This is an optimization exercise on Yosys and OpenROAD, whose aim is small area, a short achievable clock period and few clock cycles per item, not a production implementation.
Function was checked by simulation only, so behaviour that the tests miss may differ from the original.
Power is estimated from default activity; no workload was simulated.

// pkt_crc_engine
module pkt_crc_engine (
    input  wire        clk,
    input  wire        rst,
    input  wire        in_valid,
    output wire        in_ready,
    input  wire [1:0]  in_cmd,
    input  wire [7:0]  in_addr,
    input  wire [8:0]  in_data,
    output reg         rsp_valid,
    output reg  [2:0]  rsp_code,
    output reg  [31:0] rsp_data
);
Size: ~59 I/O pins, ~84,000 sq um of cells after synthesis.
clock: 10.0 ns
lec_check: 0
cap_margin: 20
core_margin: 2
core_utilization: 70
cts_cluster_diameter: 80
cts_cluster_size: 25
slew_margin: 40
standard.sh (not shown) runs the stock make flow with config.mk's settings and CLKGATE_MAP_FILE= SYNTH_SCRIPT=/design/flow/synth_recipe.tcl, a recipe that flattens the netlist after the stock synthesis.
==> flow/flow/run.sh <==
#!/bin/bash
set -o pipefail
bash standard.sh SETUP_SLACK_MARGIN=7 finish > standard.log 2>&1
The baseline completed without violations.
Testbench counts at the start, summed over its fixed seeds: cycles 37,634, items 192.
Change:
- CORE_UTILIZATION: 70 -> 60
The changed run went through all stages and came out clean; total power came out higher by 1.9%; setup slack loses 0.011 ns; final area climbs by 0.98%; via count falls by 1.8%; synthesized area stays the same; routed wire length rises by 6.1%; register-to-register slack gains 0.03 ns; count of clock-buffer cells in the layout goes down by 15; utilization shrinks by 10 points.

== job 101 ==
pkt_crc_engine, a different RTL version from the one above (not shown whole).
For scale: roughly 5000 cells after synthesis, roughly 2300 flip-flops, roughly 84000 µm² of cells after synthesis.
Settings: LEC_CHECK=0, CAP_MARGIN=20, CORE_MARGIN=2, CORE_UTILIZATION=78, CTS_CLUSTER_DIAMETER=80, CTS_CLUSTER_SIZE=25, SLEW_MARGIN=40; clock period 10.0 ns.
Scripts as last shown in full above: flow/flow/run.sh
Testbench counts of job 101, summed over its fixed seeds: cycles 37,634, items 192.
The following lists how job 102 was set up differently from job 101:
# job 101
export LEC_CHECK = 0
export CAP_MARGIN = 20
export CORE_MARGIN = 2
export CORE_UTILIZATION = 78
export CTS_CLUSTER_DIAMETER = 80
export CTS_CLUSTER_SIZE = 25
export SLEW_MARGIN = 40
create_clock -name core_clock -period 10.0 [get_ports {clk}]
# job 102
export LEC_CHECK = 0
export CAP_MARGIN = 20
export CORE_MARGIN = 2
export CORE_UTILIZATION = 70
export CTS_CLUSTER_DIAMETER = 80
export CTS_CLUSTER_SIZE = 25
export SLEW_MARGIN = 20
create_clock -name core_clock -period 10.0 [get_ports {clk}]
Notes after the runs:
- Utilization job 101 -> job 102: down
- On largest net degree at the start of global routing: job 102 sits above job 101.
- Going from job 101 to job 102, antenna diode count rose by 1, wire length of the first global-routing pass moved down.
- Job 102 went all the way through the flow, and no timing, DRC or antenna check failed.

## pine
pkt_crc_engine with an RTL version that a note above also has.
Size: ~4900 cells after synthesis, roughly 2300 flip-flops, about 59 I/O pins, about 0.084 sq mm of cells after synthesis.
// pkt_crc_engine
module pkt_crc_engine (
    input  wire        clk,
    input  wire        rst,
    input  wire        in_valid,
    output wire        in_ready,
    input  wire [1:0]  in_cmd,
    input  wire [7:0]  in_addr,
    input  wire [8:0]  in_data,
    output reg         rsp_valid,
    output reg  [2:0]  rsp_code,
    output reg  [31:0] rsp_data
);
    localparam CMD_WR    = 2'd0;
    localparam CMD_RD    = 2'd1;
    localparam CMD_SEAL  = 2'd2;
    localparam CMD_CHECK = 2'd3;
    localparam RSP_OK        = 3'd0;
    localparam RSP_TOO_LARGE = 3'd1;
    localparam RSP_FRAMING   = 3'd2;
    localparam RSP_INTEGRITY = 3'd3;
    localparam RSP_ERR_ARG   = 3'd4;
    localparam SRC_ZERO = 2'd0;
    localparam SRC_BUF  = 2'd1;
    localparam SRC_CRC  = 2'd2;
    reg [7:0] pbuf [0:255];
    integer   j;
    reg        wr1, rd1, seal1, chk1;
    reg [7:0]  addr1;      
    reg [7:0]  rlo;        
    reg [7:0]  rmid;       
    reg [7:0]  data1;      
    reg        m_arg1;     
    reg        m_small1;   
    reg [7:0]  m_pay1;     
    reg [15:0] whn;        
    reg [15:0] wln;        
    reg [7:0]  q0, q1, q2, q3;    
    reg [1:0]  qsel;
    reg        v2;
    reg [2:0]  code2;
    reg [1:0]  src2;
    reg [8:0]  nx;         
    reg [7:0]  rem;        
    reg [31:0] crc;
    reg        busy;
    reg        einit;      
    reg        eseal;
    reg        ea;         
    reg        eb;         
    reg        rdy;
    assign in_ready = rdy;
    wire accept = in_valid && rdy;
    function [31:0] crc_step(input [31:0] c, input [7:0] b);
        integer i;
        reg [31:0] r;
        begin
            r = c ^ {24'd0, b};
            for (i = 0; i < 8; i = i + 1)
                r = r[0] ? ((r >> 1) ^ 32'hEDB88320) : (r >> 1);
            crc_step = r;
        end
    endfunction
  ...
Settings: LEC_CHECK=0, CAP_MARGIN=20, CORE_MARGIN=2, CORE_UTILIZATION=60, CTS_CLUSTER_DIAMETER=80, CTS_CLUSTER_SIZE=25, SLEW_MARGIN=40; clock period 10.0 ns.
==> flow/flow/run.sh <==
#!/bin/bash
set -o pipefail
bash standard.sh SETUP_SLACK_MARGIN=6.7 finish > standard.log 2>&1
Testbench counts of pine, summed over its fixed seeds: cycles 37,634, items 192.
The inputs of maple differ from those of pine as listed below.
- CTS_CLUSTER_DIAMETER no longer set, was 80
- CTS_CLUSTER_SIZE no longer set, was 25
Notes after the runs:
[compare] base=pine new=maple: peak fanout along the critical path -4; synthesized cell count ~0 delta; proportion of cell area spent on the clock network +3.6 points; internal portion of total power +2.3 mW.
As far as total clock sinks goes, pine and maple are indistinguishable; the numbers are identical.
Compared with pine, maple shows reported net switching power that has gone up by more than 10%.
Relative to pine, maple degrades via count.
maple vs pine — required time of the worst setup path rose 0.05 ns.
Relative to pine, logic depth of the worst path, buffers included has gone down in maple.
| proportion of cell area occupied by multi-input gates | maple vs pine | 0.70 points lower |

what the ideal ports hide:
The flow's constraints put no driver on any port. The routed layouts listed below were extracted and timed again, unchanged, in two steps. Step 1 assumes that a clkbuf_16 drives the clock port and a buf_2 every other input. Step 2 also shifts input and output timing later by t, the mid clock arrival at the registers, as if the neighbouring blocks saw the same clock. Three values: ideal ports, drivers, drivers and shift; two values: the first two.
run	t, ns	setup slack, ns	worst setup path at the end	latest minus earliest clock arrival (ns)	worst data-port slew with drivers (ns)
the first run of note 1	0.850	6.778 / 6.704 / 6.257	input to register	0.049 / 0.050	0.07
the second run of note 1	0.849	6.767 / 6.688 / 6.397	input to register	0.045 / 0.045	0.08
job 101	0.823	6.668 / 6.589 / 6.392	input to register	0.031 / 0.030	0.10
job 102	0.829	6.661 / 6.574 / 6.376	input to register	0.041 / 0.042	0.17
pine	0.853	6.639 / 6.639 / 6.123	input to register	0.031 / 0.031	0.08
maple	0.933	6.537 / 6.537 / 6.122	input to register	0.031 / 0.030	0.09
After both steps every run listed still meets setup and hold. The setup slack of the first run of note 1, which loses most, moves by -0.074 ns with the drivers and by -0.521 ns with both steps.
